Source: an optimization exercise on an open RTL-to-GDS flow (aim: small area, a short achievable clock period and few clock cycles per item). Production flows keep margins and buffers that such runs may drop. Where RTL was checked, it was by simulation tests only, not by an equivalence proof against the original. For runs 4 and 7, only the layout was checked, not whether the RTL still works. Power and IR drop assume default switching activity.

## flow/flow/run.sh

```bash
#!/bin/bash
# Layout flow: the standard flow (standard synthesis, floorplan, power
# grid, placement, CTS, routing), with one change: the buffers that the flow
# puts on every input and output port are buf_4 cells instead of the
# buffer_ports default (a clkdlybuf4s50 delay cell).
set -o pipefail
export BUFFER_PORTS_ARGS="-buffer_cell sky130_fd_sc_hd__buf_4"
bash standard.sh > standard.log 2>&1
```

## flow/standard.sh

```bash
#!/bin/bash
# synth_recipe.tcl (not shown) runs the flow's synth.tcl, then flattens the netlist and writes it again
# the make line also repeats each setting of config.mk as NAME=value (left out here)
make -C /OpenROAD-flow-scripts/flow DESIGN_CONFIG=/design/flow/config.mk WORK_HOME=/design/flow/orfs CLKGATE_MAP_FILE= SYNTH_SCRIPT=/design/flow/synth_recipe.tcl "${@:-finish}"
```

## flow/config.mk

```make
export PLATFORM = sky130hd
export DESIGN_NAME = line21_decoder
export DESIGN_NICKNAME = line21_decoder
export VERILOG_FILES = /design/flow/design.v
export SDC_FILE = /design/flow/constraint.sdc
export NUM_CORES = 4
export LEC_CHECK = 0
export CAP_MARGIN = 20
export CORE_MARGIN = 2
export CORE_UTILIZATION = 40
export CTS_CLUSTER_DIAMETER = 100
export CTS_CLUSTER_SIZE = 25
export SLEW_MARGIN = 20
```

## flow/constraint.sdc

```tcl
create_clock -name core_clock -period 14.0 [get_ports {clk}]
set_input_delay 2.8000 -clock core_clock [delete_from_list [all_inputs] [get_ports {clk}]]
set_output_delay 2.8000 -clock core_clock [all_outputs]
set_load 0.01 [all_outputs]
```

## flow/design.v

```verilog
module line21_decoder (
    input  wire       clk,
    input  wire       rst,           
    input  wire       in_valid,
    output wire       in_ready,
    input  wire [7:0] in_data,
    input  wire       in_last,
    output wire       out_valid,
    input  wire       out_ready,
    output wire       out_ok,
    output wire [3:0] out_cause,
    output wire [7:0] out_byte0,
    output wire [7:0] out_byte1
);
    localparam N   = 256;            
    localparam D   = 3;              
    localparam PW  = 2;              
    localparam [7:0] BUB = 8'd1;
    integer j;
    function [PW-1:0] inc;
        input [PW-1:0] p;
        inc = (p == D-1) ? {PW{1'b0}} : p + 1'b1;
    endfunction
    reg       rdy;                   
    reg       rdy_i;                 
    reg       a_v, a_l, b_v, b_l;
    reg [7:0] a_d, b_d;
    assign in_ready = rdy;
    wire acc = in_valid & rdy_i;
    reg          e_v    [0:D-1];
    reg          e_done [0:D-1];
    reg [17:0]   e_f    [0:D-1];
    reg [PW-1:0] wp, cp, fp, op;
    reg [1:0]    nc;                 
    reg [7:0] ring [0:N-1];
    wire [7:0] tail = ring[N-1];
    reg        fl;                   
    reg [8:0]  tc;                   
    reg        tz;                   
    reg        h_v;                  
    reg [7:0]  h_d;
    wire rpos   = (nc != 2'd0);
    reg  tbub;                       
    wire nb     = ~fl & ~tbub;
    wire cons   = nb & rpos;
    wire recirc = nb & ~rpos;
    wire uz     = fl | tz | rpos;    
    reg [8:0] cnt;                   
    reg [7:0] m;
    reg       ovf;
    wire [17:0] ecp    = e_f[cp];
    wire [8:0]  tc_end = rpos ? ecp[8:0] : cnt;
    wire        t_end  = (tc == tc_end);   
    wire store    = ~cnt[8];
    wire a_go     = a_v & (~(store | a_l) | (uz & ~recirc & (~h_v | ~store)))
                        & (~a_l | ~e_v[wp]);
    wire a_free   = ~a_v | a_go;
    wire wr       = a_go & store;
    wire row_done = a_go & a_l;
    wire [7:0] a_map  = (a_d < 8'd15) ? 8'd0 : a_d;
    wire [7:0] m_nx   = (a_d > m) ? a_d : m;
    wire [8:0] cnt_nx = cnt + {8'd0, store};
    wire       pstart = recirc & tz & ~h_v;
    wire [7:0] head   = h_v ? h_d : (pstart ? BUB : (recirc ? tail : (wr ? a_map : BUB)));
    wire b_v_nx = a_free ? 1'b0 : (b_v | acc);
    wire rdy_nx = a_free | ~(b_v | (in_valid & rdy));
    always @(posedge clk) begin
        if (rst)
            h_v <= 1'b0;
        else if (h_v | pstart)
            h_v <= recirc;
        if (recirc)
            h_d <= tail;
    end
    always @(posedge clk) begin
        tbub    <= (ring[N-2] == BUB);
        ring[0] <= head;
        for (j = 1; j < N; j = j + 1)
            ring[j] <= ring[j-1];
    end
    always @(posedge clk) begin
        if (rst) begin
            a_v   <= 1'b0;
            b_v   <= 1'b0;
            rdy   <= 1'b1;
            rdy_i <= 1'b1;
        end else begin
            rdy   <= rdy_nx;
            rdy_i <= ~b_v_nx;
            b_v <= b_v_nx;
            if (a_free)
                a_v <= b_v | acc;
        end
        if (a_free) begin
            a_d <= b_v ? b_d : in_data;
            a_l <= b_v ? b_l : in_last;
        end else if (acc) begin
            b_d <= in_data;
            b_l <= in_last;
        end
    end
    always @(posedge clk) begin
        if (rst) begin
            cnt <= 9'd0;
            m   <= 8'd0;
            ovf <= 1'b0;
        end else if (a_go) begin
            if (a_l) begin
                cnt <= 9'd0;
                m   <= 8'd0;
                ovf <= 1'b0;
            end else begin
                cnt <= cnt_nx;
                m   <= m_nx;
                ovf <= ovf | ~store;
            end
        end
    end
    reg  [7:0]  mq;                  
    reg         v1, f1, l1;
    reg [7:0]   s1;
    always @(posedge clk) begin
        if (rst) begin
            fl <= 1'b1;
            tc <= 9'd1 - N;          
            tz <= 1'b0;
            cp <= {PW{1'b0}};
            v1 <= 1'b0;
        end else begin
            v1 <= cons;
            if (fl) begin
                tc <= tc + 1'b1;
                tz <= (tc == 9'd0);
                if (tc == 9'd0)
                    fl <= 1'b0;
            end else if (nb) begin
                if (t_end) begin
                    tc <= 9'd1;
                    tz <= 1'b1;
                end else begin
                    tc <= tc + 1'b1;
                    tz <= 1'b0;
                end
                if (cons & t_end)
                    cp <= inc(cp);
            end
        end
        s1 <= tail;
        f1 <= tz;
        l1 <= t_end;
        if (tz)
            mq <= ecp[16:9];
    end
    reg  prevb;
    wire [11:0] k14 = {mq, 4'd0} - {3'd0, mq, 1'b0};
    wire [11:0] k9  = {1'b0, mq, 3'd0} + {4'd0, mq};
    wire [12:0] s25 = {s1, 4'd0} + {1'b0, s1, 3'd0} + {5'd0, s1};
    wire [12:0] s20 = {s1, 4'd0} + {2'd0, s1, 2'd0};
    wire b1 = (s25 >= {1'b0, k14}) | ((s20 >= {1'b0, k9}) & ~f1 & prevb);
    reg  v2, b2, f2, l2;
    always @(posedge clk) begin
        if (rst)
            v2 <= 1'b0;
        else
            v2 <= v1;
        if (v1)
            prevb <= b1;
        b2 <= b1;
        f2 <= f1;
        l2 <= l1;
    end
    localparam PH_START = 3'd0, PH_COUNT = 3'd1, PH_RISE = 3'd2,
               PH_SAMP  = 3'd3, PH_FULL  = 3'd4, PH_FAIL = 3'd5;
    reg [2:0]  ph;
    reg [8:0]  ci;                   
    reg [3:0]  sc;                   
    reg        stfail;               
    reg        spfail;               
    reg [4:0]  kn;                   
    reg [3:0]  bw;
    reg [23:0] hist;                 
    reg        cz5;                  
    wire [8:0] pos  = f2 ? 9'd0 : ci;
    wire [2:0] ph_e = f2 ? PH_START : ph;
    wire [6:0] len  = ci[6:0] - {3'd0, sc};
    wire       take = (sc == 4'd0);
    wire       hsh  = (ph_e < PH_SAMP) | ((ph_e == PH_SAMP) & ((kn == 5'd0) | take));
    wire [8:0]  w    = e_f[fp][8:0];
    wire [7:0]  st20 = {pos[3:0], 4'd0} + {2'd0, pos[3:0], 2'd0};
    wire [10:0] ci5  = {2'd0, ci} + {ci, 2'd0};
    reg  [9:0]  w3q;                 
    reg [3:0] bw_c;
    always @(*) begin
        case (len)
            7'd13:                                           bw_c = 4'd2;
            7'd14, 7'd15, 7'd16, 7'd17, 7'd18, 7'd19:        bw_c = 4'd3;
            7'd20, 7'd21, 7'd22, 7'd23, 7'd24, 7'd25, 7'd26: bw_c = 4'd4;
            7'd27, 7'd28, 7'd29, 7'd30, 7'd31, 7'd32, 7'd33: bw_c = 4'd5;
            7'd34, 7'd35, 7'd36, 7'd37, 7'd38, 7'd39:        bw_c = 4'd6;
            7'd40, 7'd41, 7'd42, 7'd43, 7'd44, 7'd45, 7'd46: bw_c = 4'd7;
            7'd47, 7'd48, 7'd49, 7'd50, 7'd51, 7'd52:        bw_c = 4'd8;
            7'd53, 7'd54, 7'd55, 7'd56, 7'd57, 7'd58, 7'd59: bw_c = 4'd9;
            7'd60, 7'd61, 7'd62, 7'd63, 7'd64, 7'd65, 7'd66: bw_c = 4'd10;
            7'd67, 7'd68, 7'd69, 7'd70, 7'd71, 7'd72:        bw_c = 4'd11;
            default:                                         bw_c = 4'd12;
        endcase
    end
    wire [4:0] bw2  = {bw, 1'b0};
    wire       s_m2 = hist[bw - 1'b1];
    wire       s_m3 = hist[bw2 - 1'b1];
    reg fv;
    always @(posedge clk) begin
        w3q <= {1'b0, w} + {w, 1'b0};
        if (rst)
            fv <= 1'b0;
        else
            fv <= v2 & l2;
        if (v2) begin
            ci   <= pos + 1'b1;
            if (hsh)
                hist <= {hist[22:0], b2};
            ph   <= ph_e;
            case (ph_e)
            PH_START: if (b2) begin
                sc     <= pos[3:0];
                stfail <= (pos > 9'd12) | ({1'b0, st20} > w);
                kn     <= 5'd0;
                ph     <= PH_COUNT;
            end
            PH_COUNT: if (b2 != hist[0]) begin
                kn <= kn + 1'b1;
                if (kn == 5'd12) begin
                    spfail <= ({2'd0, w} > ci5) | ({ci5, 1'b0} > {2'd0, w3q});
                    bw     <= bw_c;
                    ph     <= PH_RISE;
                end
            end
            PH_RISE: if (b2) begin
                ph <= PH_SAMP;
                sc <= {1'b0, bw[3:1]} - 1'b1;
                kn <= 5'd0;
            end
            PH_SAMP: if (take) begin
                sc <= bw - 1'b1;
                kn <= kn + 1'b1;
                if (kn == 5'd0) begin
                    cz5 <= (pos < {4'd0, bw2});
                    if ((pos < {4'd0, bw2}) || ({s_m3, s_m2, b2} != 3'b001))
                        ph <= PH_FAIL;
                end else if (kn == 5'd16)
                    ph <= PH_FULL;
            end else
                sc <= sc - 1'b1;
            default: ;
            endcase
        end
    end
    wire [6:0] byte0 = {hist[9], hist[10], hist[11], hist[12], hist[13], hist[14], hist[15]};
    wire [6:0] byte1 = {hist[1], hist[2], hist[3], hist[4], hist[5], hist[6], hist[7]};
    wire [17:0] efp  = e_f[fp];
    wire        par  = (^hist[15:8]) & (^hist[7:0]);
    reg  [3:0] rc;
    always @(*) begin
        if (efp[17])                            rc = 4'd8;
        else if (efp[16:9] < 8'd32)             rc = 4'd1;
        else if (ph == PH_START)                rc = 4'd2;
        else if (stfail)                        rc = 4'd3;
        else if (ph == PH_COUNT)                rc = 4'd2;
        else if (spfail)                        rc = 4'd3;
        else case (ph)
            PH_RISE:                            rc = 4'd7;
            PH_SAMP:                            rc = 4'd5;
            PH_FULL:                            rc = par ? 4'd0 : 4'd6;
            default:                            rc = cz5 ? 4'd5 : 4'd4;
        endcase
    end
    reg       o_v, o_ok;
    reg [3:0] o_c;
    reg [6:0] o_b0, o_b1;
    assign out_valid = o_v;
    assign out_ok    = o_ok;
    assign out_cause = o_c;
    assign out_byte0 = {1'b0, o_b0};
    assign out_byte1 = {1'b0, o_b1};
    wire [17:0] eop    = e_f[op];
    reg         o_busy;              
    wire        o_load = ~o_busy & e_done[op];
    always @(posedge clk) begin
        if (rst) begin
            o_v    <= 1'b0;
            o_busy <= 1'b0;
            wp  <= {PW{1'b0}};
            fp  <= {PW{1'b0}};
            op  <= {PW{1'b0}};
            nc  <= 2'd0;
            for (j = 0; j < D; j = j + 1) begin
                e_v[j]    <= 1'b0;
                e_done[j] <= 1'b0;
            end
        end else begin
            o_v    <= o_load | (o_v & ~out_ready);
            o_busy <= o_load | (o_busy & ~out_ready);
            nc <= nc + {1'b0, row_done} - {1'b0, cons & t_end};
            if (row_done) begin
                e_v[wp] <= 1'b1;
                wp      <= inc(wp);
            end
            if (fv) begin
                e_done[fp] <= 1'b1;
                fp         <= inc(fp);
            end
            if (o_load) begin
                e_v[op]    <= 1'b0;
                e_done[op] <= 1'b0;
                op         <= inc(op);
            end
        end
        if (row_done)
            e_f[wp] <= {ovf | ~store, m_nx, cnt_nx};
        if (fv)
            e_f[fp] <= {rc, (rc == 4'd0) ? {byte1, byte0} : 14'd0};
        if (o_load) begin
            o_ok <= (eop[17:14] == 4'd0);
            o_c  <= eop[17:14];
            o_b0 <= eop[6:0];
            o_b1 <= eop[13:7];
        end
    end
endmodule
```

==> results.json, run 1 <==
{
  "cp_max_fo": 1,
  "syn-cell-area_um2": 55990,
  "synth_edf_count": 160,
  "critPathArrivalTime_ns": 1.28,
  "cts_sinks": 2297,
  "synth-seq-cells": 2297,
  "hold_violations": 0,
  "post_drt_wl_per_cell_um": 13.33,
  "power.density_nw_per_um2": 165.2,
  "synthTopCellsByArea": "dfxtp_1, edfxtp_1, ha_1, a21oi_1, xnor2_1",
  "worstSetupStartpointType": "flip-flop",
  "overflow": 0,
  "leakage_nw": 23.91,
  "multiInputGateArea_um2": 7729,
  "clockBufferDepth": 3,
  "p_int_mw": 8.151,
  "finalSetupTns_ns": 0,
  "hold-path-endpoint": "ring[13][1]",
  "vias_per_cell": 4.216,
  "die-area_um2": 143000,
  "yosys-top-cells-count": "dfxtp_1, edfxtp_1, a21oi_1, ha_1, nor2_1",
  "cts-root-buf": "clkbuf_16",
  "critPathKind": "flip-flop to output port",
  "place_inst": 5397,
  "fmax_ghz": 0.2451,
  "path_delay_family": "flip-flops",
  "power_frac_seq_pct": 66.6,
  "worst-path-buf-inv": 1,
  "cts_resized": 0,
  "p_switching_mw": 1.968,
  "tightestPinTransition_ns": 1.059,
  "postCtsSetupBuffers": 0,
  "fin_crit_ns": 4.080,
  "clkPwrFrac_pct": 32.2,
  "hpwl_um": 43030,
  "num_rows": 137,
  "grt_antenna_before_repair": 1,
  "vias": 23300,
  "grt_pass1_wl_um": 121500,
  "grt_pass1_vias": 23030,
  "die_w_um": 378.2,
  "synthArstFlopShare_pct": 0,
  "start_util_pct": 40.23,
  "die_h_um": 378.2,
  "ant_nets": 0,
  "r2r_end": "spfail",
  "p_sw_share_pct": 19.45,
  "holdPathStages": 0,
  "hold_buffers": 0,
  "htreeDepth": 3,
  "outcome": "complete, no violations",
  "ioPinCount": 36,
  "cp.required_ns": 11.20,
  "synth_flop_cell": "dfxtp_1",
  "hp-class": "flip-flop to flip-flop",
  "grt_util_all_layers_pct": 10.51,
  "stdcell_area_um2": 61260,
  "reg2reg_depth": 13,
  "ir_worst_vdd_mv": 0.09318,
  "synth.most_common_cell": "dfxtp_1",
  "rsz0062_at_grt": "no",
  "cts_tree": "done",
  "drt_pass1_iterations": 5,
  "seq_area_um2": 47590,
  "drt_iter0_drc": 1349,
  "fill_cells": 12340,
  "grt_start_max_net_pins": 40,
  "insertion_delay_ns": 0.72,
  "hp-start": "ring[12][1]",
  "setup_violations": 0,
  "r2r-start": "ci[2]",
  "wl_um": 73650,
  "yosysTopAreaCellShare_pct": 76.40,
  "finClkSkew_ns": 0.02673,
  "numCtsBuffers": 104,
  "core_um2": 139200,
  "drc": 0,
  "ys_seq_area_share_pct": 84.98,
  "slew_violations": 0,
  "avgSynthCellArea_um2": 15.84,
  "share_comb_of_total_power_pct": 1.2,
  "nets": 3774,
  "cp-end-kind": "output port",
  "post_synth_inst_count": 3536,
  "path_cells": "buf_4",
  "slew_headroom_pct": 29.23,
  "place_congestion": 0.8107,
  "fin_cells": 5525,
  "crit_path_max_incr_delay_ns": 0.41,
  "numPortBuffers": 33,
  "place_area_um2": 58380,
  "ys_warn_count": 2,
  "area_growth_pct": 9.403,
  "synth_cell_types": 84,
  "yosysTopAreaCell": "dfxtp_1",
  "slowest_stage": "edfxtp_1",
  "regToRegSetupSlack_ns": 10.28,
  "finalCritPeriodShare_pct": 29.14,
  "drive_gt1_share_pct": 5.536,
  "max_cap_viol_count": 0,
  "diodes": 0,
  "clkTransAtPathRegs_ns": 0.10
}
## power groups by stage
stage          clock [mW]  combinational [mW]  sequential [mW]
4_1_cts              3.42               0.119             6.75
3_5_place_dp            0               0.119             6.90
2_1_floorplan           0              0.0865             6.88
6_report             3.26               0.118             6.74
5_1_grt              3.65               0.133             6.76
3_3_place_gp            0               0.115             6.90
## stage by stage
| step | hold slack, ns | setup WS, ns | total power [mW] | util [%] |
|---|---|---|---|---|
| detailed placement | 0.3121 | 9.723 | 7.015 | 41.95 |
| floorplan | 0.3096 | 10.38 | 6.965 | - |
| global placement | 0.3099 | 9.731 | 7.013 | 41.95 |
| finish | 0.3114 | 9.920 | 10.12 | 44.01 |
| global route | 0.3162 | 9.789 | 10.54 | 44.01 |
| CTS | 0.3126 | 9.816 | 10.29 | 44.01 |
## per-layer routing
layer  routed length, um  vias up  GRT usage [%]
met4                2554        0          4.833
met1               37680    11100          14.94
met5                   0        -              0
met2               30530      315          15.58
li1                    -    11730              -
met3                2882      145          1.885
## sequential cells by signal, summed over array words and instances (netlist names), 5 cells and up, named ones only
name,flops
a_d,8
b_d,8
ci,9
cnt,9
e_f,54
h_d,8
hist,24
kn,5
m,8
mq,8
o_b0,7
o_b1,7
ring,2048
s1,8
tc,9
w3q,10
## final cells by class
class | count | share of cell area (%)
clock inverter | 12 | 0.3350
sequential | 2297 | 77.68
inverter | 109 | 0.6679
tap | 1876 | 3.832
clock buffer | 116 | 4.357
multi-input combinational | 1073 | 12.62
timing repair buffer | 42 | 0.5147
## how the worst max path moves through the flow
stage	startpoint	to	slack, ns	depth (start not counted)
6_report	o_b1[3]	out_byte1[3]	9.92	1
5_1_grt	ci[2]	spfail	9.79	13
4_1_cts	o_b1[3]	out_byte1[3]	9.82	1
3_5_place_dp	rst	m[0]	9.72	5
3_3_place_gp	rst	m[0]	9.73	5
2_1_floorplan	in_valid	b_d[0]	10.38	2
## kinds of logic after synthesis
kind of cell / share of synthesized area [%]
buf+inv: 1.245
simple gates: 3.544
flops: 84.98
other cells: 0.006697
compound gates: 4.098
mux: 1.432
xor+xnor: 1.533
fa+ha+maj: 3.160
## cells in the final DEF (no fill, tap or decap), types with 31 or more instances in the layout
master | synthesis | routed
a21oi_1 | 137 | 137
buf_4 | 6 | 42
clkbuf_16 | 0 | 105
dfxtp_1 | 2137 | 2137
edfxtp_1 | 160 | 160
ha_1 | 123 | 123
inv_1 | 107 | 107
mux2i_1 | 61 | 61
nand2_1 | 97 | 97
nor2_1 | 113 | 113
nor2b_1 | 31 | 31
nor3_1 | 32 | 32
o21ai_0 | 83 | 82
xnor2_1 | 72 | 72
Testbench counts, summed over its fixed seeds: cycles 158,631, frames 960.
==> run 2, diff against run 1 <==
--- a/flow/design.v
+++ b/flow/design.v
@@ -170,24 +170,24 @@
         l2 <= l1;
     end
     localparam PH_START = 3'd0, PH_COUNT = 3'd1, PH_RISE = 3'd2,
-               PH_SAMP  = 3'd3, PH_FULL  = 3'd4, PH_FAIL = 3'd5;
+               PH_SAMP  = 3'd3, PH_FULL  = 3'd4,
+               PH_F3    = 3'd5, PH_F4    = 3'd6, PH_F5   = 3'd7;    
     reg [2:0]  ph;
-    reg [8:0]  ci;                   
+    reg [6:0]  ci;                   
     reg [3:0]  sc;                   
-    reg        stfail;               
-    reg        spfail;               
     reg [4:0]  kn;                   
     reg [3:0]  bw;
     reg [23:0] hist;                 
-    reg        cz5;                  
-    wire [8:0] pos  = f2 ? 9'd0 : ci;
+    wire [6:0] pos  = f2 ? 7'd0 : ci;
     wire [2:0] ph_e = f2 ? PH_START : ph;
-    wire [6:0] len  = ci[6:0] - {3'd0, sc};
+    wire [6:0] len  = ci - {3'd0, sc};
     wire       take = (sc == 4'd0);
     wire       hsh  = (ph_e < PH_SAMP) | ((ph_e == PH_SAMP) & ((kn == 5'd0) | take));
     wire [8:0]  w    = e_f[fp][8:0];
     wire [7:0]  st20 = {pos[3:0], 4'd0} + {2'd0, pos[3:0], 2'd0};
-    wire [10:0] ci5  = {2'd0, ci} + {ci, 2'd0};
+    wire [9:0]  ci5  = {3'd0, ci} + {1'b0, ci, 2'd0};
+    wire        stfail = (pos > 7'd12) | ({1'b0, st20} > w);
+    wire        spfail = ({1'b0, w} > ci5) | ({ci5, 1'b0} > {1'b0, w3q});
     reg  [9:0]  w3q;                 
     reg [3:0] bw_c;
     always @(*) begin
@@ -216,23 +216,21 @@
         else
             fv <= v2 & l2;
         if (v2) begin
-            ci   <= pos + 1'b1;
+            ci   <= (pos == 7'd127) ? pos : pos + 1'b1;
             if (hsh)
                 hist <= {hist[22:0], b2};
             ph   <= ph_e;
             case (ph_e)
             PH_START: if (b2) begin
                 sc     <= pos[3:0];
-                stfail <= (pos > 9'd12) | ({1'b0, st20} > w);
                 kn     <= 5'd0;
-                ph     <= PH_COUNT;
+                ph     <= stfail ? PH_F3 : PH_COUNT;
             end
             PH_COUNT: if (b2 != hist[0]) begin
                 kn <= kn + 1'b1;
                 if (kn == 5'd12) begin
-                    spfail <= ({2'd0, w} > ci5) | ({ci5, 1'b0} > {2'd0, w3q});
                     bw     <= bw_c;
-                    ph     <= PH_RISE;
+                    ph     <= spfail ? PH_F3 : PH_RISE;
                 end
             end
             PH_RISE: if (b2) begin
@@ -244,9 +242,10 @@
                 sc <= bw - 1'b1;
                 kn <= kn + 1'b1;
                 if (kn == 5'd0) begin
-                    cz5 <= (pos < {4'd0, bw2});
-                    if ((pos < {4'd0, bw2}) || ({s_m3, s_m2, b2} != 3'b001))
-                        ph <= PH_FAIL;
+                    if (pos < {2'd0, bw2})
+                        ph <= PH_F5;
+                    else if ({s_m3, s_m2, b2} != 3'b001)
+                        ph <= PH_F4;
                 end else if (kn == 5'd16)
                     ph <= PH_FULL;
             end else
@@ -263,15 +262,13 @@
     always @(*) begin
         if (efp[17])                            rc = 4'd8;
         else if (efp[16:9] < 8'd32)             rc = 4'd1;
-        else if (ph == PH_START)                rc = 4'd2;
-        else if (stfail)                        rc = 4'd3;
-        else if (ph == PH_COUNT)                rc = 4'd2;
-        else if (spfail)                        rc = 4'd3;
         else case (ph)
+            PH_START, PH_COUNT:                 rc = 4'd2;
             PH_RISE:                            rc = 4'd7;
-            PH_SAMP:                            rc = 4'd5;
+            PH_SAMP, PH_F5:                     rc = 4'd5;
             PH_FULL:                            rc = par ? 4'd0 : 4'd6;
-            default:                            rc = cz5 ? 4'd5 : 4'd4;
+            PH_F3:                              rc = 4'd3;
+            default:                            rc = 4'd4;
         endcase
     end
     reg       o_v, o_ok;
--- a/flow/config.mk
+++ b/flow/config.mk
@@ -9,5 +9,5 @@
 export CORE_MARGIN = 2
 export CORE_UTILIZATION = 40
 export CTS_CLUSTER_DIAMETER = 100
-export CTS_CLUSTER_SIZE = 25
+export CTS_CLUSTER_SIZE = 28
 export SLEW_MARGIN = 20
==> results.json, run 2 <==
{
  "cts_sinks": 2292,
  "grt_antenna_before_repair": 0,
  "drive_gt1_share_pct": 5.081,
  "cp-end-kind": "output port",
  "max_cap_viol_count": 0,
  "fmax_ghz": 0.2401,
  "slowest_stage": "dfxtp_1",
  "hp-class": "flip-flop to flip-flop",
  "hold_violations": 0,
  "synth-seq-cells": 2292,
  "mostFrequentLayoutCell": "dfxtp_1",
  "yosysTopAreaCellShare_pct": 76.72,
  "ant_nets": 0,
  "leakage_nw": 23.71,
  "slew_violations": 0,
  "yosysTopAreaCell": "dfxtp_1",
  "place_congestion": 0.8125,
  "drt_pass1_iterations": 5,
  "numCtsBuffers": 92,
  "clkTransAtPathRegs_ns": 0.12,
  "ys_warn_count": 2,
  "cts_tree": "done",
  "worstSetupStartpointType": "flip-flop",
  "nets": 3744,
  "setup_violations": 0,
  "slew_headroom_pct": 29.30,
  "area_growth_pct": 8.906,
  "grt_util_all_layers_pct": 10.35,
  "cts_resized": 0,
  "rsz0062_at_grt": "no",
  "grt_pass1_wl_um": 119600,
  "core_um2": 139000,
  "outcome": "complete, no violations",
  "synthTopCellsByArea": "dfxtp_1, edfxtp_1, ha_1, a21oi_1, mux2i_1",
  "fin_crit_ns": 4.165,
  "cp_max_fo": 2,
  "ioPinCount": 36,
  "whs_ns": 0.3068,
  "ir_worst_vdd_mv": 0.08751,
  "synth_flop_cell": "dfxtp_1",
  "post_synth_inst_count": 3520,
  "crit_end": "out_valid",
  "die_h_um": 377.4,
  "wl_um": 73020,
  "overflow": 0,
  "crit_start": "o_v",
  "regToRegSetupSlack_ns": 10.06,
  "cp.required_ns": 11.20,
  "vias_per_cell": 4.203,
  "path_delay_family": "flip-flops",
  "hpwl_um": 43820,
  "fin_util_pct": 43.68,
  "power.density_nw_per_um2": 163.9,
  "yosys-top-cells-count": "dfxtp_1, edfxtp_1, a21oi_1, ha_1, inv_1",
  "num_rows": 137,
  "finClkSkew_ns": 0.04191,
  "r2r-start": "ci[2]",
  "largest_register": "ring",
  "synthArstFlopShare_pct": 0,
  "ys_seq_area_share_pct": 85.07,
  "drt_iter0_drc": 1358,
  "numPortBuffers": 33,
  "synth_cell_types": 75,
  "start_util_pct": 40.11,
  "htreeDepth": 3,
  "finalSetupTns_ns": 0,
  "post_drt_wl_per_cell_um": 13.28,
  "critPathArrivalTime_ns": 1.37,
  "insertion_delay_ns": 0.73,
  "crit_path_max_incr_delay_ns": 0.46,
  "cts-root-buf": "clkbuf_16",
  "synth_edf_count": 155,
  "grt_pass1_vias": 22350,
  "tightestPinTransition_ns": 1.051,
  "critPathKind": "flip-flop to output port",
  "worst-path-buf-inv": 1,
  "drc": 0,
  "final_cell_mix": "dfxtp_1, edfxtp_1, a21oi_1",
  "r2r_end": "ph[0]",
  "finalCritPeriodShare_pct": 29.75,
  "grt_start_max_net_pins": 49,
  "syn-cell-area_um2": 55760,
  "reg_top3": "ring: 2048 flops, e_f: 54 flops, hist: 24 flops",
  "die-area_um2": 142400,
  "avgSynthCellArea_um2": 15.84,
  "postCtsSetupBuffers": 0,
  "fill_cells": 12200,
  "die_w_um": 377.4,
  "reg2reg_depth": 15,
  "clockBufferDepth": 3,
  "diodes": 0,
  "largest_register_ffs": 2048,
  "hold_buffers": 0,
  "path_cells": "buf_4",
  "cp_num_cells": 1,
  "synth.most_common_cell": "dfxtp_1",
  "vias": 23110
}
## run 2: metrics by stage
stage	area (um^2)	power, mW	setup WS (ns)	instances
finish	60730	9.956	9.835	5497
global route	60730	10.34	9.771	5497
CTS	60730	10.10	9.766	5497
detailed placement	58180	7.033	9.783	5381
global placement	58180	7.031	9.782	5381
floorplan	55770	6.971	10.38	3521
## run 2: final cells by class
class | count | area (um^2) | area share (%)
clock buffers | 106 | 2376 | 3.912
repair buffers | 43 | 322.8 | 0.5316
flip-flops and latches | 2292 | 47440 | 78.11
multi-input cells | 1062 | 7665 | 12.62
inverters | 108 | 405.4 | 0.6675
clock inverters | 10 | 177.7 | 0.2926
well taps | 1876 | 2347 | 3.865
## run 2: worst min path at each step
stage,from,to,cells after the start
floorplan,l1,l2,0
global placement,ring[158][3],ring[159][3],0
detailed placement,ring[117][1],ring[118][1],0
CTS,ring[253][3],ring[254][3],0
global route,ring[253][3],ring[254][3],0
finish,ring[227][3],ring[228][3],0
## run 2: metal layers
metal	GRT usage (%)	routed length [um]
met1	15.50	39040
met2	14.87	29360
met3	1.698	2697
met4	4.015	1927
met5	0	0
## run 2: worst reg2reg max path, cell delays in order (launching register included)
cell and delay [ns]:
edfxtp_1 0.53, ha_1 0.27, fa_1 0.40, a21o_1 0.19, a21oi_1 0.20, nor2b_1 0.06
o21ai_0 0.19, xnor2_1 0.14, ha_1 0.33, nand3_1 0.12, nor4_1 0.23, a21o_1 0.12
a31oi_1 0.04, a211oi_1 0.54, a211oi_1 0.15, o21bai_1 0.18
## run 2: kinds of logic (layout without fill, tap and decap cells)
family / count (synthesis) / count (layout) / synth area share (%)
compound gates: 370 / 370 / 4.111
xor+xnor: 95 / 95 / 1.492
fa+ha+maj: 132 / 132 / 3.110
buf+inv: 167 / 267 / 1.212
flops: 2292 / 2292 / 85.07
mux: 81 / 81 / 1.595
other cells: 1 / 2 / 0.006725
simple gates: 382 / 382 / 3.408
## run 2: power breakdown
group	leakage (nW)	internal, mW	total [mW]	switching [mW]
logic	3.75	0.0540	0.142	0.0883
clock network	1.24	1.25	3.08	1.83
registers	18.7	6.70	6.74	0.0392
total	23.7	8.00	9.96	1.95
Testbench counts of run 2, summed over its fixed seeds: cycles 158,631, frames 960.
==> run 3, diff against run 2 <==
--- a/flow/config.mk
+++ b/flow/config.mk
@@ -9,5 +9,5 @@
 export CORE_MARGIN = 2
 export CORE_UTILIZATION = 40
 export CTS_CLUSTER_DIAMETER = 100
-export CTS_CLUSTER_SIZE = 28
+export CTS_CLUSTER_SIZE = 25
 export SLEW_MARGIN = 20
==> results.json, run 3 <==
{
  "core_um2": 139000,
  "critPathKind": "flip-flop to output port",
  "synth_edf_count": 155,
  "cts_tree": "done",
  "synth_cell_types": 75,
  "num_rows": 137,
  "die-area_um2": 142400,
  "overflow": 0,
  "ys_warn_count": 2,
  "clockBufferDepth": 3,
  "slew_violations": 0,
  "cts_sinks": 2292,
  "numCtsBuffers": 103,
  "largest_register": "ring",
  "tightestPinTransition_ns": 1.053,
  "slowest_stage": "dfxtp_1",
  "finalSetupTns_ns": 0,
  "vias_per_cell": 4.194,
  "synthTopCellsByArea": "dfxtp_1, edfxtp_1, ha_1, a21oi_1, mux2i_1",
  "wl_um": 73440,
  "fmax_ghz": 0.2398,
  "largest_register_ffs": 2048,
  "final_cell_mix": "dfxtp_1, edfxtp_1, a21oi_1",
  "holdPathStages": 0,
  "hp-class": "flip-flop to flip-flop",
  "cp-end-kind": "output port",
  "numPortBuffers": 33,
  "post_drt_wl_per_cell_um": 13.33,
  "regToRegSetupSlack_ns": 10.03,
  "yosys-top-cells-count": "dfxtp_1, edfxtp_1, a21oi_1, ha_1, inv_1",
  "ys_seq_area_share_pct": 85.07,
  "hold_buffers": 0,
  "hpwl_um": 43820,
  "path_cells": "buf_4",
  "place_congestion": 0.8125,
  "cts_resized": 0,
  "grt_util_all_layers_pct": 10.41,
  "ir_worst_vdd_mv": 0.09643,
  "ioPinCount": 36,
  "worst-path-buf-inv": 1,
  "hold-path-endpoint": "ring[169][4]",
  "die_h_um": 377.4,
  "leakage_nw": 23.86,
  "ant_nets": 0,
  "r2r-start": "ci[2]",
  "rsz0062_at_grt": "no",
  "fin_crit_ns": 4.171,
  "area_growth_pct": 9.440,
  "vias": 23120,
  "cp.required_ns": 11.20,
  "cp_max_fo": 2,
  "synth.most_common_cell": "dfxtp_1",
  "yosysTopAreaCellShare_pct": 76.72,
  "hp-start": "ring[168][4]",
  "r2r_end": "ph[0]",
  "finalCritPeriodShare_pct": 29.79,
  "reg_top3": "ring: 2048 flops, e_f: 54 flops, hist: 24 flops",
  "diodes": 0,
  "post_synth_inst_count": 3520,
  "drt_pass1_iterations": 5,
  "slew_headroom_pct": 29.21,
  "syn-cell-area_um2": 55760,
  "hold_violations": 0,
  "die_w_um": 377.4,
  "reg2reg_depth": 15,
  "drt_iter0_drc": 1402,
  "synth_flop_cell": "dfxtp_1",
  "synth-seq-cells": 2292,
  "grt_antenna_before_repair": 0,
  "critPathArrivalTime_ns": 1.37,
  "finClkSkew_ns": 0.03755,
  "power.density_nw_per_um2": 165.9,
  "grt_pass1_wl_um": 120100,
  "setup_violations": 0,
  "drive_gt1_share_pct": 5.447,
  "grt_pass1_vias": 22550,
  "crit_path_max_incr_delay_ns": 0.46,
  "grt_start_max_net_pins": 49,
  "max_cap_viol_count": 0,
  "start_util_pct": 40.11,
  "postCtsSetupBuffers": 0,
  "htreeDepth": 3,
  "nets": 3755,
  "drc": 0,
  "cts-root-buf": "clkbuf_16",
  "path_delay_family": "flip-flops",
  "outcome": "complete, no violations",
  "whs_ns": 0.2950,
  "p_total_mw": 10.13,
  "synthArstFlopShare_pct": 0,
  "clkTransAtPathRegs_ns": 0.10,
  "avgSynthCellArea_um2": 15.84,
  "mostFrequentLayoutCell": "dfxtp_1",
  "worstSetupStartpointType": "flip-flop",
  "yosysTopAreaCell": "dfxtp_1",
  "insertion_delay_ns": 0.75
}
run 3: cell counts after synthesis:
No cell type changed its count.
run 3: kinds of logic (layout without fill, tap and decap cells):
family	count (synthesis)	count (layout)	synth area share, %
AND/OR/NAND/NOR	382	382	3.408
adder cells (fa/ha/maj)	132	132	3.110
flip-flops	2292	2292	85.07
multiplexers	81	81	1.595
AO/OA/AOI/OAI	370	370	4.111
XOR/XNOR	95	95	1.492
buffers and inverters	167	281	1.212
other	1	2	0.006725
run 3: worst max path at each step:
stage                        start         to  slack (ns)  cells past startpoint
after floorplan           in_valid     b_d[0]       10.38                      2
after global placement         rst  e_done[3]        9.78                      4
after detailed placement       rst  e_done[3]        9.78                      4
after CTS                      o_v  out_valid        9.76                      1
after global routing         ci[2]      ph[0]        9.77                     15
final                          o_v  out_valid        9.83                      1
run 3: area by class of cell:
cell class / instances / area, um^2
fillers: 12170 / 77990
well taps: 1876 / 2347
multi-input cells: 1062 / 7665
flip-flops and latches: 2292 / 47440
clock inverters: 13 / 200.2
inverters: 108 / 405.4
repair buffers: 43 / 322.8
clock buffers: 117 / 2651
run 3: routing by layer:
layer	up-vias	global-route usage [%]	part of all wire [%]
li1	11710	-	-
met3	132	1.962	4.2
met1	10940	15.43	53
met2	339	14.74	39
met5	-	0	0
met4	0	4.536	3.3
run 3: power breakdown:
part	leakage, nW	internal [mW]	switching (mW)	total, mW
clock	1.39	1.37	1.88	3.25
sequential	18.7	6.70	0.0395	6.74
combinational	3.75	0.0540	0.0887	0.143
total	23.9	8.12	2.01	10.1
run 3: stage by stage:
step	cells	util, %	worst slack [ns]	area [um^2]
finish	5511	43.90	9.829	61030
global route	5511	43.90	9.770	61030
CTS	5511	43.90	9.759	61030
detailed placement	5381	41.85	9.783	58180
global placement	5381	41.85	9.782	58180
floorplan	3521	-	10.38	55770
==> run 4, diff against run 3 <==
--- a/flow/design.v
+++ b/flow/design.v
@@ -22,11 +22,10 @@
         inc = (p == D-1) ? {PW{1'b0}} : p + 1'b1;
     endfunction
     reg       rdy;                   
-    reg       rdy_i;                 
     reg       a_v, a_l, b_v, b_l;
     reg [7:0] a_d, b_d;
     assign in_ready = rdy;
-    wire acc = in_valid & rdy_i;
+    wire acc = in_valid & ~b_v;
     reg          e_v    [0:D-1];
     reg          e_done [0:D-1];
     reg [17:0]   e_f    [0:D-1];
@@ -63,7 +62,6 @@
     wire       pstart = recirc & tz & ~h_v;
     wire [7:0] head   = h_v ? h_d : (pstart ? BUB : (recirc ? tail : (wr ? a_map : BUB)));
     wire b_v_nx = a_free ? 1'b0 : (b_v | acc);
-    wire rdy_nx = a_free | ~(b_v | (in_valid & rdy));
     always @(posedge clk) begin
         if (rst)
             h_v <= 1'b0;
@@ -83,10 +81,8 @@
             a_v   <= 1'b0;
             b_v   <= 1'b0;
             rdy   <= 1'b1;
-            rdy_i <= 1'b1;
         end else begin
-            rdy   <= rdy_nx;
-            rdy_i <= ~b_v_nx;
+            rdy   <= ~b_v_nx;
             b_v <= b_v_nx;
             if (a_free)
                 a_v <= b_v | acc;
@@ -280,12 +276,12 @@
     assign out_byte0 = {1'b0, o_b0};
     assign out_byte1 = {1'b0, o_b1};
     wire [17:0] eop    = e_f[op];
-    reg         o_busy;              
-    wire        o_load = ~o_busy & e_done[op];
+    reg         o_free;              
+    wire        o_load = o_free & e_done[op];
     always @(posedge clk) begin
         if (rst) begin
             o_v    <= 1'b0;
-            o_busy <= 1'b0;
+            o_free <= 1'b1;
             wp  <= {PW{1'b0}};
             fp  <= {PW{1'b0}};
             op  <= {PW{1'b0}};
@@ -295,8 +291,8 @@
                 e_done[j] <= 1'b0;
             end
         end else begin
-            o_v    <= o_load | (o_v & ~out_ready);
-            o_busy <= o_load | (o_busy & ~out_ready);
+            o_v    <= o_load | (~o_free & ~out_ready);
+            o_free <= ~o_load & (o_free | out_ready);
             nc <= nc + {1'b0, row_done} - {1'b0, cons & t_end};
             if (row_done) begin
                 e_v[wp] <= 1'b1;
==> results.json, run 4 <==
{
  "share_comb_of_total_power_pct": 1.4,
  "cts_sinks": 2291,
  "mostFrequentLayoutCell": "dfxtp_1",
  "rsz0062_at_grt": "no",
  "path_delay_family": "flip-flops",
  "slew_headroom_pct": 30.93,
  "crit_start": "o_b0[2]",
  "die_w_um": 377.2,
  "post_drt_wl_per_cell_um": 13.77,
  "power.density_nw_per_um2": 165.9,
  "synth.most_common_cell": "dfxtp_1",
  "p_sw_share_pct": 19.70,
  "finClkSkew_ns": 0.05174,
  "ant_nets": 0,
  "numPortBuffers": 33,
  "area_growth_pct": 9.345,
  "hold_buffers": 0,
  "crit_end": "out_byte0[2]",
  "p_switching_mw": 1.991,
  "tightestPinTransition_ns": 1.031,
  "leakage_nw": 23.98,
  "clkTransAtPathRegs_ns": 0.10,
  "htreeDepth": 3,
  "synthTopCellsByArea": "dfxtp_1, edfxtp_1, ha_1, a21oi_1, mux2i_1",
  "hold_violations": 0,
  "final_cell_mix": "dfxtp_1, edfxtp_1, a21oi_1",
  "largest_register": "ring",
  "post_synth_inst_count": 3524,
  "synth_edf_count": 155,
  "grt_pass1_vias": 22850,
  "reg_top3": "ring: 2048 flops, e_f: 54 flops, hist: 24 flops",
  "outcome": "complete, no violations",
  "cts_tree": "done",
  "whs_ns": 0.2783,
  "postCtsSetupBuffers": 0,
  "finalCritPeriodShare_pct": 29.08,
  "ys_seq_area_share_pct": 85.11,
  "insertion_delay_ns": 0.75,
  "worst_slack_ns": 9.928,
  "overflow": 0,
  "vias": 23220,
  "drc": 0,
  "die_h_um": 377.2,
  "num_rows": 136,
  "critPathKind": "flip-flop to output port",
  "grt_antenna_before_repair": 1,
  "hp-class": "flip-flop to flip-flop",
  "ioPinCount": 36,
  "worstSetupStartpointType": "flip-flop",
  "nets": 3760,
  "r2r-start": "tz",
  "core_um2": 137800,
  "largest_register_ffs": 2048,
  "syn-cell-area_um2": 55710,
  "grt_util_all_layers_pct": 10.66,
  "ir_worst_vdd_mv": 0.1192,
  "slew_violations": 0,
  "path_cells": "buf_4",
  "drive_gt1_share_pct": 5.577,
  "drt_iter0_drc": 1240,
  "clkPwrFrac_pct": 32.0,
  "grt_start_max_net_pins": 47,
  "cts_resized": 0,
  "cp_num_cells": 1,
  "slowest_stage": "edfxtp_1",
  "power_frac_seq_pct": 66.6,
  "cts-root-buf": "clkbuf_16",
  "fin_crit_ns": 4.072,
  "p_int_mw": 8.113,
  "vias_per_cell": 4.273,
  "fill_cells": 12100,
  "cp_max_fo": 1,
  "crit_path_max_incr_delay_ns": 0.40,
  "fmax_ghz": 0.2456,
  "seq_area_um2": 47420,
  "multiInputGateArea_um2": 7625,
  "synth_cell_types": 79,
  "synthArstFlopShare_pct": 0,
  "avgSynthCellArea_um2": 15.81,
  "synth-seq-cells": 2291,
  "worst-path-buf-inv": 1,
  "place_congestion": 0.8320,
  "yosysTopAreaCellShare_pct": 76.76,
  "grt_pass1_wl_um": 122100,
  "hpwl_um": 45080,
  "r2r_end": "b_d[7]",
  "reg2reg_depth": 5,
  "setup_violations": 0,
  "numCtsBuffers": 103,
  "start_util_pct": 40.42,
  "finalSetupTns_ns": 0,
  "yosys-top-cells-count": "dfxtp_1, edfxtp_1, a21oi_1, ha_1, inv_1",
  "synth_flop_cell": "dfxtp_1",
  "max_cap_viol_count": 0,
  "die-area_um2": 142300,
  "wl_um": 74850,
  "ys_warn_count": 2,
  "cp.required_ns": 11.20,
  "clockBufferDepth": 3,
  "yosysTopAreaCell": "dfxtp_1",
  "regToRegSetupSlack_ns": 10.03,
  "cp-end-kind": "output port",
  "critPathArrivalTime_ns": 1.27,
  "dp_worst_setup_slack_ns": 9.598,
  "drt_pass1_iterations": 5
}
-- run 4: changes by cell type after synthesis, sizes merged, moves of 4 or more --
cell / previous run / this run
xor2: 28 / 35
nor3b: 3 / 7
o21bai: 9 / 14
mux2i: 63 / 53
nand2b: 23 / 19
o211ai: 7 / 11
nand4b: 4 / 0
o21ai: 90 / 85
a21oi: 136 / 144
xnor2: 67 / 58
inv: 107 / 113
-- run 4: cell type report --
| class | instances | area share [%] |
|---|---|---|
| antenna | 1 | 0.004108 |
| clock buffer | 117 | 4.317 |
| clock inverter | 13 | 0.3759 |
| inverter | 113 | 0.6963 |
| multi-input combinational | 1060 | 12.52 |
| sequential | 2291 | 77.84 |
| tap | 1794 | 3.685 |
| timing repair buffer | 46 | 0.5669 |
-- run 4: power by group through the flow --
| stage | Sequential [mW] | Combinational [mW] | Clock, mW |
|---|---|---|---|
| after floorplan | 6.86 | 0.0942 | 0 |
| after global placement | 6.88 | 0.138 | 0 |
| after detailed placement | 6.88 | 0.141 | 0 |
| after CTS | 6.73 | 0.141 | 3.37 |
| after global routing | 6.74 | 0.157 | 3.59 |
| final | 6.73 | 0.140 | 3.23 |
-- run 4: per-stage QoR --
stage / cells / power [mW] / instance area (um^2) / utilization [%]
2_1_floorplan: 3525 / 6.957 / 55710 / -
3_3_place_gp: 5304 / 7.021 / 58040 / 42.11
3_5_place_dp: 5304 / 7.022 / 58050 / 42.12
4_1_cts: 5434 / 10.25 / 60910 / 44.19
5_1_grt: 5434 / 10.49 / 60910 / 44.19
6_report: 5435 / 10.10 / 60920 / 44.20
-- run 4: worst min-delay path by stage --
stage | startpoint | end | slack (ns) | cells after the start
6_report | ring[244][0] | ring[245][0] | 0.28 | 0
4_1_cts | ring[244][0] | ring[245][0] | 0.27 | 0
5_1_grt | ring[244][0] | ring[245][0] | 0.27 | 0
2_1_floorplan | l1 | l2 | 0.31 | 0
3_3_place_gp | ring[218][1] | ring[219][1] | 0.31 | 0
3_5_place_dp | ring[106][1] | ring[107][1] | 0.31 | 0
-- run 4: kinds of logic after synthesis --
| family | Yosys count | synth area share, % |
|---|---|---|
| simple gates | 381 | 3.394 |
| xor+xnor | 93 | 1.462 |
| other cells | 1 | 0.006731 |
| mux | 69 | 1.350 |
| fa+ha+maj | 132 | 3.113 |
| buf+inv | 174 | 1.244 |
| compound gates | 383 | 4.321 |
| flops | 2291 | 85.11 |
-- run 4: metal layers --
layer | track usage [%] | part of all wire, % | vias up
li1 | - | - | 11710
met5 | 0 | 0 | -
met4 | 4.362 | 2.8 | 0
met3 | 1.864 | 3.6 | 124
met2 | 15.94 | 42 | 285
met1 | 15.29 | 52 | 11100
==> run 5, diff against run 4 <==
--- a/flow/design.v
+++ b/flow/design.v
@@ -90,7 +90,8 @@
         if (a_free) begin
             a_d <= b_v ? b_d : in_data;
             a_l <= b_v ? b_l : in_last;
-        end else if (acc) begin
+        end
+        if (~b_v) begin              
             b_d <= in_data;
             b_l <= in_last;
         end
==> results.json, run 5 <==
{
  "area_growth_pct": 9.215,
  "use_met1_pct": 16.79,
  "die_h_um": 377.0,
  "yosys-top-cells-count": "dfxtp_1, edfxtp_1, a21oi_1, ha_1, inv_1",
  "start_util_pct": 40.37,
  "busiest_layer": "met1",
  "crit_path_max_incr_delay_ns": 0.39,
  "ir_worst_vdd_mv": 0.1102,
  "place_congestion": 0.8092,
  "synthSimpleGateAreaFrac_pct": 3.449,
  "grt_start_max_net_pins": 48,
  "yosysTopAreaCellShare_pct": 77.17,
  "hp-start": "ring[195][2]",
  "drt_iter0_drc": 1665,
  "setup_violations": 0,
  "place_inst": 5305,
  "cts_resized": 0,
  "path_delay_family": "flip-flops",
  "outcome": "complete, no violations",
  "synth_top_family_by_area": "compound AO/OA/AOI/OAI gates",
  "synth.most_common_cell": "dfxtp_1",
  "vias": 23200,
  "wl_um": 74910,
  "hp-class": "flip-flop to flip-flop",
  "synth.mux.area_fraction_pct": 1.495,
  "rsz0062_at_grt": "no",
  "clkTransAtPathRegs_ns": 0.10,
  "hpwl_um": 44390,
  "mostFrequentLayoutCell": "dfxtp_1",
  "synth-compound-area-share_pct": 4.158,
  "largest_register": "ring",
  "use_met2_pct": 14.17,
  "core_um2": 137800,
  "ys_warn_count": 2,
  "cp.required_ns": 11.20,
  "hold-path-endpoint": "ring[196][2]",
  "final_cell_mix": "dfxtp_1, edfxtp_1, a21oi_1",
  "synth_edf_count": 146,
  "slew_headroom_pct": 29.92,
  "postCtsSetupBuffers": 0,
  "ys_seq_area_share_pct": 85.05,
  "drt_pass1_iterations": 5,
  "vias_per_cell": 4.271,
  "finalCritPeriodShare_pct": 28.89,
  "p_sw_share_pct": 19.76,
  "worstSetupStartpointType": "flip-flop",
  "worst-path-buf-inv": 1,
  "fin_util_pct": 44.09,
  "ant_nets": 0,
  "yosysTopAreaCell": "dfxtp_1",
  "tightestPinTransition_ns": 1.043,
  "finClkSkew_ns": 0.03414,
  "drc": 0,
  "synthArstFlopShare_pct": 0,
  "synth-xor-area-share_pct": 1.491,
  "cts_sinks": 2291,
  "r2r-start": "ci[1]",
  "power_frac_seq_pct": 66.7,
  "avgSynthCellArea_um2": 15.77,
  "largest_register_ffs": 2048,
  "ioPinCount": 36,
  "syn-cell-area_um2": 55640,
  "insertion_delay_ns": 0.73,
  "cts-root-buf": "clkbuf_16",
  "fin_crit_ns": 4.045,
  "clkPwrFrac_pct": 31.8,
  "grt_antenna_before_repair": 5,
  "cp_max_fo": 1,
  "p_total_mw": 10.09,
  "fmax_ghz": 0.2472,
  "nets": 3759,
  "slowest_stage": "edfxtp_1",
  "cp-end-kind": "output port",
  "synthTopCellsByArea": "dfxtp_1, edfxtp_1, ha_1, a21oi_1, mux2i_1",
  "hold_buffers": 0,
  "p_int_mw": 8.098,
  "num_rows": 136,
  "fin_cells": 5431,
  "overflow": 0,
  "slew_violations": 0,
  "die_w_um": 377.0,
  "whs_ns": 0.3088,
  "synth_cell_types": 80,
  "share_comb_of_total_power_pct": 1.5,
  "p_switching_mw": 1.994,
  "leakage_nw": 23.81,
  "synth_flop_cell": "dfxtp_1",
  "holdPathStages": 0,
  "path_cells": "buf_4",
  "numPortBuffers": 33,
  "finalSetupTns_ns": 0,
  "critPathKind": "flip-flop to output port",
  "r2r_end": "ph[0]",
  "max_cap_viol_count": 0,
  "grt_pass1_vias": 22670,
  "grt_pass1_wl_um": 122600,
  "die-area_um2": 142100,
  "synth-seq-cells": 2291,
  "reg_top3": "ring: 2048 flops, e_f: 54 flops, hist: 24 flops",
  "clockBufferDepth": 3,
  "regToRegSetupSlack_ns": 10.31,
  "post_synth_inst_count": 3528,
  "synthAdderAreaFrac_pct": 3.094,
  "htreeDepth": 3,
  "post_drt_wl_per_cell_um": 13.79,
  "numCtsBuffers": 102,
  "drive_gt1_share_pct": 5.394,
  "reg2reg_depth": 14,
  "critPathArrivalTime_ns": 1.24,
  "power.density_nw_per_um2": 166.1,
  "fill_cells": 12110,
  "grt_util_all_layers_pct": 10.70,
  "cts_tree": "done",
  "hold_violations": 0,
  "use_met3_pct": 2.434
}
## run 5: worst max-delay path by stage
| stage | startpoint | to | slack [ns] | cells after the start |
|---|---|---|---|---|
| finish | o_b1[5] | out_byte1[5] | 9.96 | 1 |
| global route | o_b1[5] | out_byte1[5] | 9.88 | 1 |
| CTS | o_b1[5] | out_byte1[5] | 9.89 | 1 |
| detailed placement | rst | e_done[3] | 9.93 | 4 |
| global placement | rst | e_v[3] | 9.94 | 4 |
| floorplan | rst | tc[2] | 10.44 | 3 |
## run 5: layout make-up
class	instances	area (um^2)	share of cell area (%)
well taps	1794	2245	3.694
clock buffers	112	2611	4.297
clock inverters	11	200.2	0.3294
multi-input cells	1064	7634	12.56
diodes	3	7.507	0.01235
repair buffers	43	322.8	0.5312
flip-flops and latches	2291	47330	77.88
inverters	113	424.2	0.6980
## run 5: cells by family after synthesis
| kind of cell | Yosys count |
|---|---|
| mux | 78 |
| buf+inv | 174 |
| other cells | 1 |
| simple gates | 389 |
| fa+ha+maj | 131 |
| flops | 2291 |
| xor+xnor | 93 |
| compound gates | 371 |
## run 5: through the flow
step	instance area, um^2	setup WS [ns]
6_report	60770	9.955
5_1_grt	60760	9.885
4_1_cts	60760	9.887
3_5_place_dp	57950	9.931
3_3_place_gp	57950	9.938
2_1_floorplan	55650	10.44
## run 5: power by group through the flow
stage	sequential, mW	clock (mW)	combinational (mW)
2_1_floorplan	6.87	0	0.100
3_3_place_gp	6.89	0	0.144
3_5_place_dp	6.89	0	0.148
4_1_cts	6.74	3.34	0.148
5_1_grt	6.75	3.57	0.164
6_report	6.74	3.21	0.148
## run 5: routing by layer
metal  wire (um)  part of all wire [%]  up-vias
met3        3516                   4.7      149
met4        2153                   2.9        2
li1            -                     -    11690
met5          19                 0.025        -
met1       41170                    55    10990
met2       28050                    37      363
Testbench counts of run 5, summed over its fixed seeds: cycles 158,631, frames 960.
==> run 6, diff against run 5 <==
--- a/flow/config.mk
+++ b/flow/config.mk
@@ -9,5 +9,5 @@
 export CORE_MARGIN = 2
 export CORE_UTILIZATION = 40
 export CTS_CLUSTER_DIAMETER = 100
-export CTS_CLUSTER_SIZE = 25
+export CTS_CLUSTER_SIZE = 28
 export SLEW_MARGIN = 20
==> results.json, run 6 <==
{
  "grt_antenna_before_repair": 4,
  "place_congestion": 0.8092,
  "cp.required_ns": 11.20,
  "finalSetupTns_ns": 0,
  "synthTopCellsByArea": "dfxtp_1, edfxtp_1, ha_1, a21oi_1, mux2i_1",
  "post_drt_wl_per_cell_um": 13.71,
  "worst_slack_ns": 9.968,
  "syn-cell-area_um2": 55640,
  "max_cap_viol_count": 0,
  "cp_num_cells": 1,
  "outcome": "complete, no violations",
  "reg2reg_depth": 14,
  "postCtsSetupBuffers": 0,
  "cts_sinks": 2291,
  "regToRegSetupSlack_ns": 10.29,
  "reg_top3": "ring: 2048 flops, e_f: 54 flops, hist: 24 flops",
  "area_growth_pct": 8.929,
  "cts-root-buf": "clkbuf_16",
  "clkTransAtPathRegs_ns": 0.10,
  "numCtsBuffers": 93,
  "synthArstFlopShare_pct": 0,
  "slew_headroom_pct": 30.59,
  "hp-class": "flip-flop to flip-flop",
  "synth_top_family_by_area": "compound AO/OA/AOI/OAI gates",
  "synth_cell_types": 80,
  "r2r_end": "ph[0]",
  "hpwl_um": 44390,
  "drt_pass1_iterations": 5,
  "tightestPinTransition_ns": 1.033,
  "p_total_mw": 10.00,
  "r2r-start": "ci[1]",
  "finClkSkew_ns": 0.02769,
  "overflow": 0,
  "synth_edf_count": 146,
  "synth-seq-cells": 2291,
  "wl_um": 74350,
  "hp-start": "ring[67][5]",
  "ys_seq_area_share_pct": 85.05,
  "slew_violations": 0,
  "htreeDepth": 3,
  "ir_worst_vdd_mv": 0.1396,
  "cp_max_fo": 1,
  "finalCritPeriodShare_pct": 28.80,
  "critPathKind": "flip-flop to output port",
  "mostFrequentLayoutCell": "dfxtp_1",
  "numPortBuffers": 33,
  "yosys-top-cells-count": "dfxtp_1, edfxtp_1, a21oi_1, ha_1, inv_1",
  "num_rows": 136,
  "cts_resized": 0,
  "hold_buffers": 0,
  "grt_pass1_wl_um": 121800,
  "slowest_stage": "edfxtp_1",
  "cts_tree": "done",
  "path_cells": "buf_4",
  "yosysTopAreaCellShare_pct": 77.17,
  "nets": 3750,
  "avgSynthCellArea_um2": 15.77,
  "synth.mux.area_fraction_pct": 1.495,
  "yosysTopAreaCell": "dfxtp_1",
  "vias": 23140,
  "crit_path_max_incr_delay_ns": 0.39,
  "grt_util_all_layers_pct": 10.60,
  "insertion_delay_ns": 0.70,
  "ant_nets": 0,
  "die_h_um": 377.0,
  "worstSetupStartpointType": "flip-flop",
  "final_cell_mix": "dfxtp_1, edfxtp_1, a21oi_1",
  "whs_ns": 0.3205,
  "rsz0062_at_grt": "no",
  "post_synth_inst_count": 3528,
  "synthSimpleGateAreaFrac_pct": 3.449,
  "synthAdderAreaFrac_pct": 3.094,
  "grt_pass1_vias": 22470,
  "path_delay_family": "flip-flops",
  "worst-path-buf-inv": 1,
  "vias_per_cell": 4.267,
  "core_um2": 137800,
  "fmax_ghz": 0.2480,
  "drt_iter0_drc": 1577,
  "setup_violations": 0,
  "largest_register": "ring",
  "crit_start": "o_b1[5]",
  "synth-compound-area-share_pct": 4.158,
  "drive_gt1_share_pct": 5.237,
  "die_w_um": 377.0,
  "largest_register_ffs": 2048,
  "leakage_nw": 23.74,
  "critPathArrivalTime_ns": 1.23,
  "crit_end": "out_byte1[5]",
  "dp_worst_setup_slack_ns": 9.931,
  "drc": 0,
  "synth-xor-area-share_pct": 1.491,
  "hold_violations": 0,
  "grt_start_max_net_pins": 48,
  "start_util_pct": 40.37,
  "ioPinCount": 36,
  "fin_crit_ns": 4.032,
  "synth.most_common_cell": "dfxtp_1",
  "synth_flop_cell": "dfxtp_1",
  "die-area_um2": 142100,
  "ys_warn_count": 2,
  "clockBufferDepth": 3,
  "cp-end-kind": "output port",
  "power.density_nw_per_um2": 165.1
}
[run 6: cell types whose count changed in the layout (fill, tap and decap cells not counted), sizes merged]
cell / previous run / this run
clkbuf: 112 / 104
inv: 118 / 119
diode: 3 / 2
clkinv: 6 / 5
bufinv: 0 / 2
[run 6: worst min path at each step]
stage,slack [ns],to,cells past startpoint
after global routing,0.33,ring[91][5],0
final,0.32,ring[68][5],0
after CTS,0.32,ring[91][5],0
after global placement,0.31,ring[247][6],0
after floorplan,0.31,l2,0
after detailed placement,0.31,ring[103][5],0
[run 6: metrics by stage]
stage | area (um^2) | util [%] | cells
5_1_grt | 60610 | 43.97 | 5422
2_1_floorplan | 55650 | - | 3529
3_3_place_gp | 57950 | 42.04 | 5305
6_report | 60610 | 43.97 | 5424
4_1_cts | 60600 | 43.97 | 5422
3_5_place_dp | 57950 | 42.04 | 5305
[run 6: cell families (layout without fill, tap and decap cells)]
| family | after synthesis | after routing |
|---|---|---|
| adder cells (fa/ha/maj) | 131 | 131 |
| other | 1 | 4 |
| flip-flops | 2291 | 2291 |
| AO/OA/AOI/OAI | 371 | 371 |
| AND/OR/NAND/NOR | 389 | 389 |
| multiplexers | 78 | 78 |
| buffers and inverters | 174 | 273 |
| XOR/XNOR | 93 | 93 |
[run 6: area by class of cell]
class / instances / area (um^2)
antenna: 2 / 5.005
clock buffer: 104 / 2411
clock inverter: 13 / 244.0
fill: 12140 / 77220
inverter: 113 / 424.2
multi-input combinational: 1064 / 7634
sequential: 2291 / 47330
tap: 1794 / 2245
timing repair buffer: 43 / 322.8
[run 6: report_power, final]
part / internal [mW] / switching, mW / total [mW]
logic: 0.0567 / 0.0908 / 0.147
registers: 6.69 / 0.0450 / 6.74
clock network: 1.29 / 1.83 / 3.12
total: 8.03 / 1.97 / 10.0
[run 6: routing by layer]
metal	share of wire (%)	vias to the layer above	global-route usage [%]
met4	2.9	2	3.577
met3	5.3	137	2.238
met1	55	10950	16.86
met2	37	378	13.95
met5	0.026	-	0
li1	-	11680	-
==> run 7, diff against run 6 <==
--- a/flow/design.v
+++ b/flow/design.v
@@ -90,8 +90,7 @@
         if (a_free) begin
             a_d <= b_v ? b_d : in_data;
             a_l <= b_v ? b_l : in_last;
-        end
-        if (~b_v) begin              
+        end else if (acc) begin
             b_d <= in_data;
             b_l <= in_last;
         end
@@ -182,7 +181,7 @@
     wire       hsh  = (ph_e < PH_SAMP) | ((ph_e == PH_SAMP) & ((kn == 5'd0) | take));
     wire [8:0]  w    = e_f[fp][8:0];
     wire [7:0]  st20 = {pos[3:0], 4'd0} + {2'd0, pos[3:0], 2'd0};
-    wire [9:0]  ci5  = {3'd0, ci} + {1'b0, ci, 2'd0};
+    reg  [9:0]  ci5;                 
     wire        stfail = (pos > 7'd12) | ({1'b0, st20} > w);
     wire        spfail = ({1'b0, w} > ci5) | ({ci5, 1'b0} > {1'b0, w3q});
     reg  [9:0]  w3q;                 
@@ -213,7 +212,10 @@
         else
             fv <= v2 & l2;
         if (v2) begin
-            ci   <= (pos == 7'd127) ? pos : pos + 1'b1;
+            if (pos != 7'd127) begin
+                ci  <= pos + 1'b1;
+                ci5 <= (f2 ? 10'd0 : ci5) + 10'd5;
+            end
             if (hsh)
                 hist <= {hist[22:0], b2};
             ph   <= ph_e;
--- a/flow/config.mk
+++ b/flow/config.mk
@@ -9,5 +9,5 @@
 export CORE_MARGIN = 2
 export CORE_UTILIZATION = 40
 export CTS_CLUSTER_DIAMETER = 100
-export CTS_CLUSTER_SIZE = 28
+export CTS_CLUSTER_SIZE = 25
 export SLEW_MARGIN = 20
==> results.json, run 7 <==
{
  "hp-class": "flip-flop to flip-flop",
  "grt_start_max_net_pins": 47,
  "drive_gt1_share_pct": 5.356,
  "ys_seq_area_share_pct": 85.19,
  "share_comb_of_total_power_pct": 1.3,
  "power_frac_seq_pct": 66.4,
  "htreeDepth": 3,
  "max_cap_viol_count": 0,
  "seq_area_um2": 47720,
  "hpwl_um": 44590,
  "cp.required_ns": 11.20,
  "synthArstFlopShare_pct": 0,
  "avgSynthCellArea_um2": 15.72,
  "multiInputGateArea_um2": 7576,
  "wl_um": 75350,
  "mostFrequentLayoutCell": "dfxtp_1",
  "grt_pass1_wl_um": 123700,
  "ir_worst_vdd_mv": 0.09684,
  "nets": 3788,
  "slowest_stage": "edfxtp_1",
  "place_congestion": 0.8096,
  "core_um2": 139200,
  "vias_per_cell": 4.214,
  "ys_warn_count": 2,
  "place_inst": 5422,
  "fmax_ghz": 0.2472,
  "syn-cell-area_um2": 56010,
  "finalSetupTns_ns": 0,
  "synth_edf_count": 165,
  "worstSetupStartpointType": "flip-flop",
  "power.density_nw_per_um2": 166.1,
  "vias": 23410,
  "p_int_mw": 8.192,
  "synth.most_common_cell": "dfxtp_1",
  "dp_worst_setup_slack_ns": 9.886,
  "crit_path_max_incr_delay_ns": 0.38,
  "drc": 0,
  "largest_register": "ring",
  "largest_register_ffs": 2048,
  "finalCritPeriodShare_pct": 28.90,
  "leakage_nw": 23.94,
  "clkPwrFrac_pct": 32.3,
  "p_sw_share_pct": 19.59,
  "hold_violations": 0,
  "worst_slack_ns": 9.954,
  "insertion_delay_ns": 0.72,
  "yosys-top-cells-count": "dfxtp_1, edfxtp_1, a21oi_1, inv_1",
  "r2r_end": "b_d[0]",
  "p_switching_mw": 1.996,
  "synth_flop_cell": "dfxtp_1",
  "fin_cells": 5554,
  "synthTopCellsByArea": "dfxtp_1, edfxtp_1, ha_1, a21oi_1, xnor2_1",
  "cts_tree": "done",
  "synth-seq-cells": 2301,
  "ant_nets": 0,
  "fin_crit_ns": 4.046,
  "cts_sinks": 2301,
  "post_synth_inst_count": 3564,
  "die_w_um": 378.2,
  "reg2reg_depth": 6,
  "cp-end-kind": "output port",
  "grt_util_all_layers_pct": 10.76,
  "overflow": 0,
  "holdPathStages": 0,
  "path_delay_family": "flip-flops",
  "yosysTopAreaCell": "dfxtp_1",
  "regToRegSetupSlack_ns": 10.06,
  "hold_buffers": 0,
  "numCtsBuffers": 103,
  "die_h_um": 378.2,
  "ioPinCount": 36,
  "finClkSkew_ns": 0.02995,
  "fin_util_pct": 44.08,
  "slew_headroom_pct": 27.54,
  "p_total_mw": 10.19,
  "final_cell_mix": "dfxtp_1, edfxtp_1, a21oi_1",
  "outcome": "complete, no violations",
  "area_growth_pct": 9.532,
  "grt_pass1_vias": 22720,
  "worst-path-buf-inv": 1,
  "grt_antenna_before_repair": 5,
  "cts-root-buf": "clkbuf_16",
  "critPathKind": "flip-flop to output port",
  "diodes": 0,
  "post_drt_wl_per_cell_um": 13.57,
  "tightestPinTransition_ns": 1.086,
  "clkTransAtPathRegs_ns": 0.09,
  "die-area_um2": 143000,
  "drt_pass1_iterations": 5,
  "drt_iter0_drc": 1771,
  "slew_violations": 0,
  "cp_max_fo": 1,
  "hp-start": "ring[56][0]",
  "hold-path-endpoint": "ring[57][0]",
  "numPortBuffers": 33,
  "setup_violations": 0,
  "start_util_pct": 40.24,
  "yosysTopAreaCellShare_pct": 76.34,
  "reg_top3": "ring: 2048 flops, e_f: 54 flops, hist: 24 flops",
  "cts_resized": 0,
  "fill_cells": 12300,
  "rsz0062_at_grt": "no",
  "clockBufferDepth": 3,
  "path_cells": "buf_4",
  "num_rows": 137,
  "postCtsSetupBuffers": 0,
  "r2r-start": "tz",
  "synth_cell_types": 77,
  "critPathArrivalTime_ns": 1.25
}
## run 7: changes by cell type in the layout (fill, tap and decap cells not counted), moves of 7 or more
| cell | before | now |
|---|---|---|
| edfxtp_1 | 146 | 165 |
| nor2_1 | 99 | 114 |
| mux2i_1 | 64 | 53 |
| a22oi_1 | 18 | 8 |
| dfxtp_1 | 2145 | 2136 |
| clkbuf_16 | 95 | 103 |
| or3_1 | 3 | 11 |
| a32oi_1 | 1 | 8 |
| o21ai_0 | 83 | 90 |
| xor2_1 | 23 | 30 |
## run 7: per-layer routing
layer	part of all wire, %	vias up	track usage [%]
met5	0.020	-	0
met4	2.2	2	3.668
met3	5.1	126	2.112
met2	37	395	14.17
met1	56	11010	17.20
li1	-	11870	-
## run 7: metrics by stage
step / instance area [um^2] / hold slack, ns
2_1_floorplan: 56020 / 0.3096
3_3_place_gp: 58430 / 0.3111
3_5_place_dp: 58440 / 0.3121
4_1_cts: 61350 / 0.3027
5_1_grt: 61350 / 0.3135
6_report: 61350 / 0.3101
## run 7: area by class of cell
class                      count  share of cell area, %
sequential                  2301                  77.78
multi-input combinational   1080                  12.35
clock buffer                 118                  4.309
tap                         1876                  3.826
inverter                     117                 0.7158
timing repair buffer          48                 0.5874
clock inverter                14                 0.4364
## run 7: how the worst max path moves through the flow
| stage | start | end | slack [ns] | depth (start not counted) |
|---|---|---|---|---|
| 4_1_cts | o_b0[0] | out_byte0[0] | 9.86 | 1 |
| 3_5_place_dp | rst | e_done[3] | 9.89 | 4 |
| 2_1_floorplan | in_valid | b_d[0] | 10.07 | 1 |
| 3_3_place_gp | rst | e_done[3] | 9.91 | 4 |
| 5_1_grt | tz | b_d[0] | 9.82 | 6 |
| 6_report | o_b0[0] | out_byte0[0] | 9.95 | 1 |
## run 7: kinds of logic (layout without fill, tap and decap cells)
group | after synthesis | count (layout) | synth area share (%)
buffers and inverters | 184 | 297 | 1.305
multiplexers | 69 | 69 | 1.309
XOR/XNOR | 95 | 95 | 1.486
other | 1 | 2 | 0.006695
flip-flops | 2301 | 2301 | 85.19
AO/OA/AOI/OAI | 390 | 390 | 4.356
adder cells (fa/ha/maj) | 124 | 124 | 2.891
AND/OR/NAND/NOR | 400 | 400 | 3.458
## run 7: power groups by stage
stage | clock (mW) | combinational (mW) | sequential [mW]
2_1_floorplan | 0 | 0.0900 | 6.90
3_3_place_gp | 0 | 0.134 | 6.92
3_5_place_dp | 0 | 0.137 | 6.91
4_1_cts | 3.43 | 0.137 | 6.76
5_1_grt | 3.67 | 0.154 | 6.78
6_report | 3.29 | 0.137 | 6.76

-- port drivers added, routing unchanged --
How much do the figures lean on ideal ports? The routed layouts below were timed once more, with nothing changed but the port constraints. Step 1 assumes that a clkbuf_16 drives the clock port and a buf_2 every other input. Step 2 times the ports against the registers' clock, not the clock port: input delays grow and output delays shrink by t, the midpoint of the rising clock arrivals with the driver on. a / b / c = ideal / step 1 / step 2; a / b = the first two.
run | shift t [ns] | setup slack, ns
run 1 | 0.776 | 9.920 / 9.846 / 9.760
run 2 | 0.768 | 9.835 / 9.773 / 9.816
run 3 | 0.779 | 9.829 / 9.764 / 9.828
run 4 | 0.794 | 9.928 / 9.851 / 9.974
run 5 | 0.782 | 9.955 / 9.889 / 9.917
run 6 | 0.754 | 9.968 / 9.903 / 9.921
run 7 | 0.773 | 9.954 / 9.889 / 9.845
After both steps every run listed still meets setup and hold.
